From an optimization exercise on the open Yosys and OpenROAD flow, aimed at small area and a short achievable clock period; shortcuts taken in it are not production practice.
The RTL was checked by simulation tests, not by an equivalence proof against the original design.
No activity file was given, so power comes from the tool's default toggle rates.

== trial 61 ==
Design pipe_cpu, start of the top module:
module pipe_cpu (
    input  wire        clk,
    input  wire        rst,
    output wire [31:0] imem_addr,
    input  wire [31:0] imem_rdata,
    input  wire        host_rf_we,
    input  wire [4:0]  host_rf_waddr,
    input  wire [31:0] host_rf_wdata,
    output wire        rf_we,
    output wire [4:0]  rf_waddr,
    output wire [31:0] rf_wdata,
    output wire [31:0] dmem_addr,
    output wire        dmem_re,
    output wire        dmem_we,
    output wire [31:0] dmem_wdata,
    input  wire [31:0] dmem_rdata,
    output wire [31:0] pc,
    output wire [31:0] ifid_instr,
    output wire [31:0] idex_instr,
    output wire [31:0] exmem_instr,
    output wire [31:0] memwb_instr
);
Size: roughly 4900 cells after synthesis, ~400 I/O pins, about 63000 um^2 of cells after synthesis.
export LEC_CHECK = 0
export CAP_MARGIN = 20
export CORE_MARGIN = 2
export CORE_UTILIZATION = 40
export SETUP_SLACK_MARGIN = 4.2
export SLEW_MARGIN = 20
export SYNTH_HIERARCHICAL = 1
create_clock -name core_clock -period 7.0 [get_ports {clk}]
standard.sh (not shown) runs the stock make flow with config.mk's settings and CLKGATE_MAP_FILE= SYNTH_SCRIPT=/design/flow/synth_recipe.tcl, a recipe that flattens the netlist after the stock synthesis.
==> flow/flow/run.sh <==
#!/bin/bash
# Own layout flow: the standard ORFS flow (standard.sh, unchanged synthesis,
# floorplan, power grid and tap cells), with placement/CTS choices changed:
#  - the port buffers are buf_2 cells instead of the default pick (a 10 um2
#    delay buffer); every input and output port still gets its own buffer;
#  - CTS adds no dummy loads and clusters up to 25 flip-flops per leaf buffer.
set -euo pipefail
cd "$(dirname "$0")/.."
export BUFFER_PORTS_ARGS="-buffer_cell sky130_fd_sc_hd__buf_2"
export CTS_ARGS="-sink_clustering_enable -repair_clock_nets -dont_use_dummy_load -sink_clustering_size 25 -sink_clustering_max_diameter 100"
bash standard.sh > flow_make.log 2>&1
Input changes introduced in build 74 (baseline for comparison: trial 61):
--- a/flow/design.v
+++ b/flow/design.v
@@ -41,25 +41,26 @@
     reg [31:0] exmem_sd;
     reg        exmem_re, exmem_we;
     reg        exmem_wnz;             
     reg [4:0]  exmem_rd;              
     reg        memwb_wnz;             
     reg [4:0]  memwb_rd;
     reg [31:0] memwb_val;
-    wire        bank_we   = rst ? host_rf_we    : memwb_wnz;
-    wire [4:0]  bank_wa   = rst ? host_rf_waddr : memwb_rd;
+    wire [31:0] host_dec  = {31'd0, host_rf_we} << host_rf_waddr;
+    wire [31:0] wb_dec    = {31'd0, memwb_wnz}  << memwb_rd;
+    wire [31:1] bank_en   = rst ? host_dec[31:1] : wb_dec[31:1];
     wire [31:0] bank_wd   = rst ? host_rf_wdata : memwb_val;
     wire [32*32-1:0] bank;
     assign bank[31:0] = 32'd0;
     genvar gi;
     generate
         for (gi = 1; gi < 32; gi = gi + 1) begin : row
             reg [31:0] q;
             always @(posedge clk)
-                if (bank_we && bank_wa == gi) q <= bank_wd;
+                if (bank_en[gi]) q <= bank_wd;
             assign bank[gi*32 +: 32] = q;
         end
     endgenerate
     function automatic [32:0] carry32(input [31:0] a, input [31:0] b, input cin);
         reg [32:0] g, p;
         integer i, d;
         begin
@@ -113,26 +114,31 @@
     wire [4:0] f_rt = imem_rdata[20:16];
     wire f_exA = idex_wr  && idex_dest  == f_rs && f_rs != 5'd0;
     wire f_exB = idex_wr  && idex_dest  == f_rt && f_rt != 5'd0;
     wire f_mwA = exmem_wnz && exmem_rd == f_rs;
     wire f_mwB = exmem_wnz && exmem_rd == f_rt;
     wire f_wbA = memwb_wnz && memwb_rd == f_rs;
     wire f_wbB = memwb_wnz && memwb_rd == f_rt;
-    wire [31:0] f_rsDec = 32'd1 << f_rs;
-    wire [31:0] f_rtDec = 32'd1 << f_rt;
+    wire [31:1] f_rsDecL, f_rsDecH, f_rtDecL, f_rtDecH;
+    pipe_cpu_dec5 u_dAL (.a(f_rs), .y(f_rsDecL));
+    pipe_cpu_dec5 u_dAH (.a(f_rs), .y(f_rsDecH));
+    pipe_cpu_dec5 u_dBL (.a(f_rt), .y(f_rtDecL));
+    pipe_cpu_dec5 u_dBH (.a(f_rt), .y(f_rtDecH));
     wire [31:0] f_mA0, f_mA1, f_mA2, f_mB0, f_mB1, f_mB2;
     genvar gb, gr;
     generate
         for (gb = 0; gb < 32; gb = gb + 1) begin : rd
             wire [31:1] col;
             for (gr = 1; gr < 32; gr = gr + 1) begin : c
                 assign col[gr] = bank[gr*32 + gb];
             end
-            pipe_cpu_rd31 ua (.s(f_rsDec[31:1]), .d(col), .m({f_mA2[gb], f_mA1[gb], f_mA0[gb]}));
-            pipe_cpu_rd31 ub (.s(f_rtDec[31:1]), .d(col), .m({f_mB2[gb], f_mB1[gb], f_mB0[gb]}));
+            pipe_cpu_rd31 ua (.s(gb < 16 ? f_rsDecL : f_rsDecH), .d(col),
+                              .m({f_mA2[gb], f_mA1[gb], f_mA0[gb]}));
+            pipe_cpu_rd31 ub (.s(gb < 16 ? f_rtDecL : f_rtDecH), .d(col),
+                              .m({f_mB2[gb], f_mB1[gb], f_mB0[gb]}));
         end
     endgenerate
     wire        f_bypA = f_mwA | f_wbA;
     wire        f_bypB = f_mwB | f_wbB;
     wire [31:0] f_xA = ~(({32{f_mwA}} & mem_val) | ({32{f_wbA & ~f_mwA}} & memwb_val));
     wire [31:0] f_xB = ~(({32{f_mwB}} & mem_val) | ({32{f_wbB & ~f_mwB}} & memwb_val));
     wire [31:0] f_a, f_b;
@@ -159,22 +165,22 @@
     wire [32:0] id_bc;
     pipe_cpu_carry33 u_bcarry (.a({2'b00, pc_q}), .b({2'b00, id_bimm}), .cin(1'b1), .c(id_bc));
     wire [31:2] id_bx  = pc_q ^ id_bimm;
     wire [31:2] id_jmp = {id_pc4[31:28], ifid_q[25:0]};
     wire        id_isJ = (id_op == OP_J);
     wire        id_isB = (id_op == OP_BEQ);
     wire [31:2] id_seq = id_isJ ? id_jmp : id_pc4;
-    wire        id_take = id_isB && id_equal;
+    wire        id_take = id_isB && id_equal && !rst;
     wire [31:2] id_npc;
     genvar gp;
     generate
         for (gp = 2; gp < 32; gp = gp + 1) begin : npc
             wire br, r0, r1, sq;
-            assign r0 = ~rst & id_bx[gp];
-            assign r1 = ~rst & ~id_bx[gp];
+            assign r0 = id_bx[gp];
+            assign r1 = ~id_bx[gp];
             assign sq = ~rst & id_seq[gp];
             pipe_cpu_mux2 ub (.s(id_bc[gp-2]), .a0(r0), .a1(r1), .y(br));
             pipe_cpu_mux2 un (.s(id_take), .a0(sq), .a1(br), .y(id_npc[gp]));
         end
     endgenerate
     wire d_exA = idex_wr && idex_dest == id_rs && id_rs != 5'd0;
     wire d_exB = idex_wr && idex_dest == id_rt && id_rt != 5'd0;
@@ -399,7 +405,11 @@
 endmodule
 module pipe_cpu_eq32 (input wire [31:0] a, input wire [31:0] b, output wire y);
     assign y = (a == b);
 endmodule
 module pipe_cpu_a31o (input wire a, b, c, d, output wire y);
     assign y = (a & b & c) | d;
 endmodule
+module pipe_cpu_dec5 (input wire [4:0] a, output wire [31:1] y);
+    wire [31:0] h = 32'd1 << a;
+    assign y = h[31:1];
+endmodule
==> summary.txt <==
Against trial 61 as the reference, build 74 delivers a lower clock share of power. The fraction of area in registers in build 74 was lower than what trial 61 gave. Delta (build 74 minus trial 61): final clock period utilization by the worst path grew by 1.4 points, inverter count of the layout excluding clock inverters went up by 26. Build 74 vs trial 61 on clock period minus final worst setup slack: build 74 is the higher one. Initial antenna violation count (higher): build 74. When the final numbers for trial 61 and build 74 were put side by side, the internal power component turned out to be smaller in trial 61. Compare trial 61 and build 74 | clock-net power higher: trial 61. The lower count of routing violations after the opening detailed-route iteration of trial 61 and build 74 is in build 74. Build 74 contains fewer vias than trial 61. Global-route wire length before repair, build 74 vs trial 61: down by a few percent. Between trial 61 and build 74, the number of nets in the final layout is lower for build 74.

## static timing again, ports no longer ideal
The flow's constraints put no driver on any port. The routed layouts listed below were extracted and timed again, unchanged, in two steps. Step 1 (the two cells are an assumption about what drives the block):
set clk [get_ports {clk}]
set_driving_cell -lib_cell sky130_fd_sc_hd__clkbuf_16 $clk
set_driving_cell -lib_cell sky130_fd_sc_hd__buf_2 [delete_from_list [all_inputs] $clk]
Step 2 also shifts input and output timing later by t, the mid clock arrival at the registers, as if the neighbouring blocks saw the same clock. a / b / c = ideal ports / drivers / drivers and shift; a / b = the first two.
run | t, ns | slack for setup (ns) | latest minus earliest clock arrival (ns) | slew at the worst register clock pin (ns)
trial 61 | 0.754 | 4.085 / 4.050 / 3.296 | 0.094 / 0.095 | 0.11 / 0.11
build 74 | 0.774 | 3.985 / 3.811 / 3.037 | 0.092 / 0.092 | 0.11 / 0.11
After both steps every run listed still meets setup and hold. For build 74, which loses most, drivers alone change the setup slack by -0.174 ns; drivers and shift together by -0.948 ns.
